Source: an optimization exercise on an open RTL-to-GDS flow (aim: small area, a short achievable clock period and few clock cycles). Production flows keep margins and buffers that such runs may drop.
The RTL was checked by simulation tests, not by an equivalence proof against the original design.
Power figures rest on the tool's default switching activity, not on a simulated workload.

`flow/design.v`:
```
module time_codec (
    input  wire        clk,
    input  wire        rst,         
    input  wire        start,
    input  wire [2:0]  op,
    input  wire [31:0] a,
    input  wire [31:0] b,
    input  wire [31:0] timebase,
    input  wire [15:0] fps,
    input  wire [31:0] tqmask,
    input  wire [7:0]  tq,
    output wire        done,
    output wire        err,
    output wire [31:0] res_hi,
    output wire [31:0] res_lo,
    output wire [7:0]  res_tq
);
    localparam [31:0] NS_PER_S = 32'd1000000000;
    localparam [31:0] HALF_S   = 32'd500000000;
    localparam [2:0] OP_TOWIRE   = 3'd0,
                     OP_TOWIREHP = 3'd1,
                     OP_FROMWIRE = 3'd2,
                     OP_PACKRT   = 3'd3,
                     OP_UNPACKRT = 3'd4;
    localparam [2:0] S_IDLE = 3'd0,
                     S_MUL  = 3'd1,
                     S_DIV  = 3'd2,
                     S_NEXT = 3'd3,
                     S_DONE = 3'd4;
    reg  [2:0]  state;
    reg  [1:0]  step;         
    reg         err_q;
    reg  [31:0] hi_q, lo_q;
    reg  [7:0]  tq_q;
    reg  [63:0] quo;          
    reg  [32:0] rem;
    reg  [31:0] dvsr;
    reg  [6:0]  cnt;
    reg  [63:0] q1;           
    wire [31:0] frac_in = b & ~tqmask;
    reg  [31:0] mul_x, mul_y, mul_add, div_by;
    always @(*) begin
        mul_x = 32'd0; mul_y = 32'd0; mul_add = 32'd0; div_by = NS_PER_S;
        case (op)
            OP_TOWIRE: begin
                mul_x = b; mul_y = timebase; mul_add = HALF_S; div_by = NS_PER_S;
            end
            OP_TOWIREHP: begin
                if (fps == 16'd0) begin
                    mul_x = b; mul_y = timebase; mul_add = HALF_S; div_by = NS_PER_S;
                end else if (step == 2'd0) begin
                    mul_x = b; mul_y = {16'd0, fps}; mul_add = HALF_S; div_by = NS_PER_S;
                end else begin
                    mul_x = timebase; mul_y = q1[31:0]; mul_add = {17'd0, fps[15:1]};
                    div_by = {16'd0, fps};
                end
            end
            OP_FROMWIRE: begin
                if (step == 2'd0) begin
                    mul_x = frac_in; mul_y = NS_PER_S; mul_add = {1'b0, timebase[31:1]};
                    div_by = timebase;
                end else begin
                    mul_x = 32'd0; mul_y = 32'd0; mul_add = 32'd0; div_by = NS_PER_S;
                end
            end
            default: ;
        endcase
    end
    wire [63:0] product  = mul_x * mul_y;
    wire [63:0] dividend = (op == OP_FROMWIRE && step == 2'd1) ? q1 : product + {32'd0, mul_add};
    wire [32:0] rem_sh  = {rem[31:0], quo[63]};
    wire [32:0] rem_sub = rem_sh - {1'b0, dvsr};
    wire        q_bit   = !rem_sub[32];
    wire tb_bad = (timebase == 32'd0) || (timebase > 32'h01000000);
    wire ns_bad = (b >= NS_PER_S);
    wire fps_zero = (fps == 16'd0);
    wire start_ok = start && (state == S_IDLE || state == S_DONE);
    always @(posedge clk) begin
        if (rst) begin
            state <= S_IDLE;
            err_q <= 1'b0;
        end else begin
            case (state)
                S_IDLE, S_DONE: begin
                    state <= S_IDLE;
                    if (start_ok) begin
                        err_q <= 1'b0;
                        step  <= 2'd0;
                        tq_q  <= 8'd0;
                        case (op)
                            OP_TOWIRE, OP_TOWIREHP: begin
                                if (tb_bad || ns_bad) begin
                                    err_q <= 1'b1;
                                    state <= S_DONE;
                                end else begin
                                    state <= S_MUL;
                                end
                            end
                            OP_FROMWIRE: begin
                                if (tb_bad) begin
                                    err_q <= 1'b1;
                                    state <= S_DONE;
                                end else begin
                                    state <= S_MUL;
                                end
                            end
                            OP_PACKRT: begin
                                hi_q  <= a;
                                lo_q  <= {b[23:0], tq};
                                state <= S_DONE;
                            end
                            OP_UNPACKRT: begin
                                hi_q  <= a;
                                lo_q  <= {8'd0, b[31:8]};
                                tq_q  <= b[7:0];
                                state <= S_DONE;
                            end
                            default: begin
                                err_q <= 1'b1;
                                state <= S_DONE;
                            end
                        endcase
                    end
                end
                S_MUL: begin
                    quo   <= dividend;
                    rem   <= 33'd0;
                    dvsr  <= div_by;
                    cnt   <= 7'd0;
                    state <= S_DIV;
                end
                S_DIV: begin
                    rem <= q_bit ? rem_sub : rem_sh;
                    quo <= {quo[62:0], q_bit};
                    cnt <= cnt + 7'd1;
                    if (cnt == 7'd63)
                        state <= S_NEXT;
                end
                S_NEXT: begin
                    q1 <= quo;
                    case (op)
                        OP_TOWIREHP: begin
                            if (step == 2'd0 && !fps_zero) begin
                                step  <= 2'd1;
                                state <= S_MUL;
                            end else begin
                                if (quo[31:0] == timebase) begin
                                    hi_q <= a + 32'd1;
                                    lo_q <= 32'd0;
                                end else begin
                                    hi_q <= a;
                                    lo_q <= quo[31:0];
                                end
                                state <= S_DONE;
                            end
                        end
                        OP_FROMWIRE: begin
                            if (step == 2'd0) begin
                                step  <= 2'd1;
                                state <= S_MUL;
                            end else begin
                                hi_q  <= a + quo[31:0];
                                lo_q  <= rem[31:0];
                                state <= S_DONE;
                            end
                        end
                        default: begin   
                            if (quo[31:0] == timebase) begin
                                hi_q <= a + 32'd1;
                                lo_q <= 32'd0;
                            end else begin
                                hi_q <= a;
                                lo_q <= quo[31:0];
                            end
                            state <= S_DONE;
                        end
                    endcase
                end
                default: state <= S_IDLE;
            endcase
        end
    end
    assign done   = (state == S_DONE);
    assign err    = err_q;
    assign res_hi = hi_q;
    assign res_lo = lo_q;
    assign res_tq = tq_q;
endmodule
```
`flow/run.sh`:
```
#!/bin/bash
# synth_recipe.tcl (not shown) runs the flow's synth.tcl, then flattens the netlist and writes it again
# the make line also repeats each setting of config.mk as NAME=value (left out here)
make -C /OpenROAD-flow-scripts/flow DESIGN_CONFIG=/design/flow/config.mk WORK_HOME=/design/flow/orfs CLKGATE_MAP_FILE= SYNTH_SCRIPT=/design/flow/synth_recipe.tcl finish
```
`flow/config.mk`:
```
export PLATFORM = sky130hd
export DESIGN_NAME = time_codec
export DESIGN_NICKNAME = time_codec
export VERILOG_FILES = /design/flow/design.v
export SDC_FILE = /design/flow/constraint.sdc
export NUM_CORES = 4
export LEC_CHECK = 0
export CAP_MARGIN = 20
export CORE_MARGIN = 2
export CORE_UTILIZATION = 40
export PLACE_DENSITY = 0.6
export SLEW_MARGIN = 20
```
`flow/constraint.sdc`:
```
create_clock -name core_clock -period 14.0 [get_ports {clk}]
set_input_delay 2.8000 -clock core_clock [delete_from_list [all_inputs] [get_ports {clk}]]
set_output_delay 2.8000 -clock core_clock [all_outputs]
set_load 0.01 [all_outputs]
```
==> results.txt <==
[report_power, final]
group          leakage [nW]  switching (mW)  internal, mW
combinational          23.5            1.04         0.583
clock                 0.414           0.349         0.394
sequential             2.51         0.00233         0.930
total                  26.4            1.39          1.91
[synth_stat cells, types with 30 or more instances]
| cell | instances | area, µm² |
|---|---|---|
| a22oi_1 | 64 | 480 |
| a22o_1 | 58 | 508 |
| clkbuf_1 | 298 | 1120 |
| nand2_1 | 737 | 2770 |
| nand4_1 | 42 | 263 |
| and2_1 | 41 | 257 |
| edfxtp_1 | 272 | 8170 |
| a31oi_1 | 30 | 188 |
| ha_1 | 329 | 4120 |
| a211oi_1 | 45 | 338 |
| fa_1 | 929 | 18600 |
| a21oi_1 | 279 | 1400 |
| xnor2_1 | 67 | 587 |
| xor2_1 | 78 | 683 |
| nor2_1 | 757 | 2840 |
| a21o_1 | 72 | 541 |
| o21ai_0 | 160 | 801 |
| inv_1 | 1084 | 4070 |
| nand3_1 | 44 | 220 |
[logic make-up (layout without fill, tap and decap cells)]
kind of cell / after synthesis / after routing / synth area share
xor gates and xnor gates: 147 / 147 / 0.0254
and+or+nand+nor: 1772 / 1772 / 0.143
adders and majority gates: 1258 / 1258 / 0.443
DFF: 276 / 276 / 0.161
muxes: 30 / 30 / 0.00588
other: 0 / 3 / 0
buffers and inverters: 1432 / 1580 / 0.106
AOI/OAI and AO/OA: 900 / 900 / 0.116
[metal layers]
| metal | track usage | up-vias | part of all wire |
|---|---|---|---|
| met1 | 0.404 | 22110 | 0.39 |
| met2 | 0.477 | 2284 | 0.45 |
| met4 | 0.151 | 2 | 0.062 |
| met5 | 0 | - | 0.000075 |
| met3 | 0.0655 | 504 | 0.098 |
| li1 | - | 18576 | - |
[registers in the layout (all words and copies together), names as in the netlist]
name   flops
cnt        7
dvsr      32
err_q      1
hi_q      32
lo_q      32
q1        64
quo       64
rem       32
state      3
step       1
tq_q       8
[worst min path at each step]
stage                      start               end
6_report       quo[53]$_DFFE_PP_  q1[53]$_DFFE_PP_
5_1_grt        quo[53]$_DFFE_PP_  q1[53]$_DFFE_PP_
4_1_cts        quo[53]$_DFFE_PP_  q1[53]$_DFFE_PP_
3_5_place_dp   quo[59]$_DFFE_PP_  q1[59]$_DFFE_PP_
3_3_place_gp   quo[53]$_DFFE_PP_  q1[53]$_DFFE_PP_
2_1_floorplan  quo[53]$_DFFE_PP_  q1[53]$_DFFE_PP_
[critical path: cells and delay by family]
kind	cells	cell delay (ns)
buf+inv	8	1.42
fa+ha+maj	9	4.24
simple gates	7	1.91
compound gates	9	2.97
xor+xnor	1	0.10
[area by class of cell]
type                       count  area (µm²)  area share
sequential                   276        8250       0.145
clock buffer                  31         691      0.0121
clock inverter                19         159     0.00279
antenna                        3        7.51    0.000132
tap                         1662        2080      0.0365
timing repair buffer         446        3980      0.0699
inverter                    1084        4070      0.0714
multi-input combinational   4107       37800       0.663
==> metrics.md <==
| Metric | Value |
|---|---|
| Tmin final | 13.15 ns |
| Flops & latches, synth | 276 |
| Final worst slack | 0.851 ns |
| Critical Path Max Stage Delay | 0.79 ns |
| Total Routed Length | 201 mm |
| Reg-to-Reg End | quo[59]$_DFFE_PP_ |
| Worst slew margin | 0.227 |
| Register area share after synthesis | 0.161 |
| Cells after Synth | 5815 |
| End point of the critical path | quo[59]$_DFFE_PP_ |
| Die ar. | 131000 µm² |
| Worst setup SP type | input pin |
| Core Area | 127000 µm² |
| Final nets | 7358 |
| Worst R2R Setup Slack | 3.76 ns |
| Placement Setup Slack | 0.458 ns |
| Final period util | 0.939 |
| Wire per inst | 26.3 µm |
| Hold Path Depth | 0 |
| Post-DRT Antenna Nets | 0 |
| Final Hold Viols | 0 |
| Syn_nets | 7231 |
| Initial Util | 0.403 |
| Initial DRC Count | 4688 |
| Dpl cells | 7574 |
| Fmax | 0.0760 GHz |
| Layout cells sized above 1 | 0.0545 |
| Highest-count cells in the layout ignoring fill and taps | inv_1 (1084), fa_1 (929), nor2_1 (753) |
| Setup total negative slack | 0 ns |
| Synthesized area per cell | 8.82 µm² |
| Final Total Pwr | 3.30 mW |
| Placed cell areas | 56100 µm² |
| Worst VDD drop | 0.0963 mV |
| Ys async rst share | 0 |
| Number of global-route vias before repair | 43930 |
| Worst Setup SP | op[2] |
| Hold buffers post-CTS | 0 |
| Clk root buf | clkbuf_16 |
| Crit Path Category | in2reg |
| Fin Hold WS | 0.446 ns |
| CTS sink cnt | 276 |
| Via/cell ratio | 5.70 |
| Leak | 26.4 nW |
| Min-Delay Path Class | reg2reg |
| Die H | 362 µm |
| Clock latency on the worst-skew pair | 0.59 ns |
| Critical path's slowest cell | nor2_2 |
| Post-synthesis cell area | 51300 µm² |
| CTS H-tree lvls | 1 |
| I/O pin count | 232 |
| Worst Path Arrival | 13.46 ns |
| Initial antenna violation count | 12 |
| TritonCTS clock tree | built |
| Pins over their slew limit | 0 |
| MaxCap Viol Count | 0 |
| CTS buffer count | 27 |
| Syn. warnings | 1 |
| Hpwl dp | 163 mm |
| Reg2Reg Launch Point | step[0]$_DFFE_PP_ |
| P&R area growth vs syn | 11.2% |
| Row cnt | 131 |
| Clock tree buffer depth | 3 |
| Gpl congestion | 1.05 |
| Outcome | complete, no violations |
| Die Wd | 362 µm |
| First-pass GRT wire length | 293 mm |
| TritonRoute pass-1 iters | 8 |
| Layout fillers | 12451 |
| DRC | 0 |
| Cts repair resizes | 0 |
| CTS clk-pin slew, worst paths | 0.07 ns |
| Count of cell types in the netlist | 95 |
| Final clock skew | 0.0380 ns |
| RSZ-0062 raised after global routing | false |
| I/O Buffers | 231 |
| Util after Layout | 0.448 |
| Final setup viols | 0 |
| Worst slew pin tran | 1.16 ns |
| CP required | 14.31 ns |
| CP most frequent cell | fa_1 |
| Crit. End Element | register |
| Post-synth EDFFs | 272 |
| Largest net degree at the start of global routing | 92 |
| Post-CTS Setup Bufs | 0 |
| Maximum fanout along the worst path | 21 |
| Overflow after GRT | 0 |
| Most common cell after layout, fill and taps aside | inv_1 |
| Top FF cell, synth | edfxtp_1 |
| Reg2Reg Depth | 31 |
| Final Non-Filler Cells | 7628 |
| Vias post-DR | 43476 |
| Overall Global Routing Usage | 0.306 |
| Pwr dens | 57.9 nW/µm² |
| Post-route cell area | 57000 µm² |
Testbench counts, summed over its fixed seeds: cycles 59,194.

==> re-timing with driven ports <==
Ports are ideal in the flow. The routed layout listed here was re-timed in OpenROAD.
Step 1 (the two cells are an assumption about what drives the block):
set clk [get_ports {clk}]
set_driving_cell -lib_cell sky130_fd_sc_hd__clkbuf_16 $clk
set_driving_cell -lib_cell sky130_fd_sc_hd__buf_2 [delete_from_list [all_inputs] $clk]
Step 2 adds t to the input delays and takes it off the output delays; t is the mean of the earliest and latest rising clock arrival at the registers after step 1. Input paths then give back, and output paths get back, about the clock's delay inside the block.
a / b / c = ideal / step 1 / step 2; a / b = the first two.
shift t [ns]: 0.623
setup slack, ns: 0.851 / 0.834 / 0.211
worst data-port slew with drivers (ns): 0.09
After both steps setup and hold are still met in this run. The setup slack of this run moves by -0.017 ns with the drivers and by -0.640 ns with both steps.
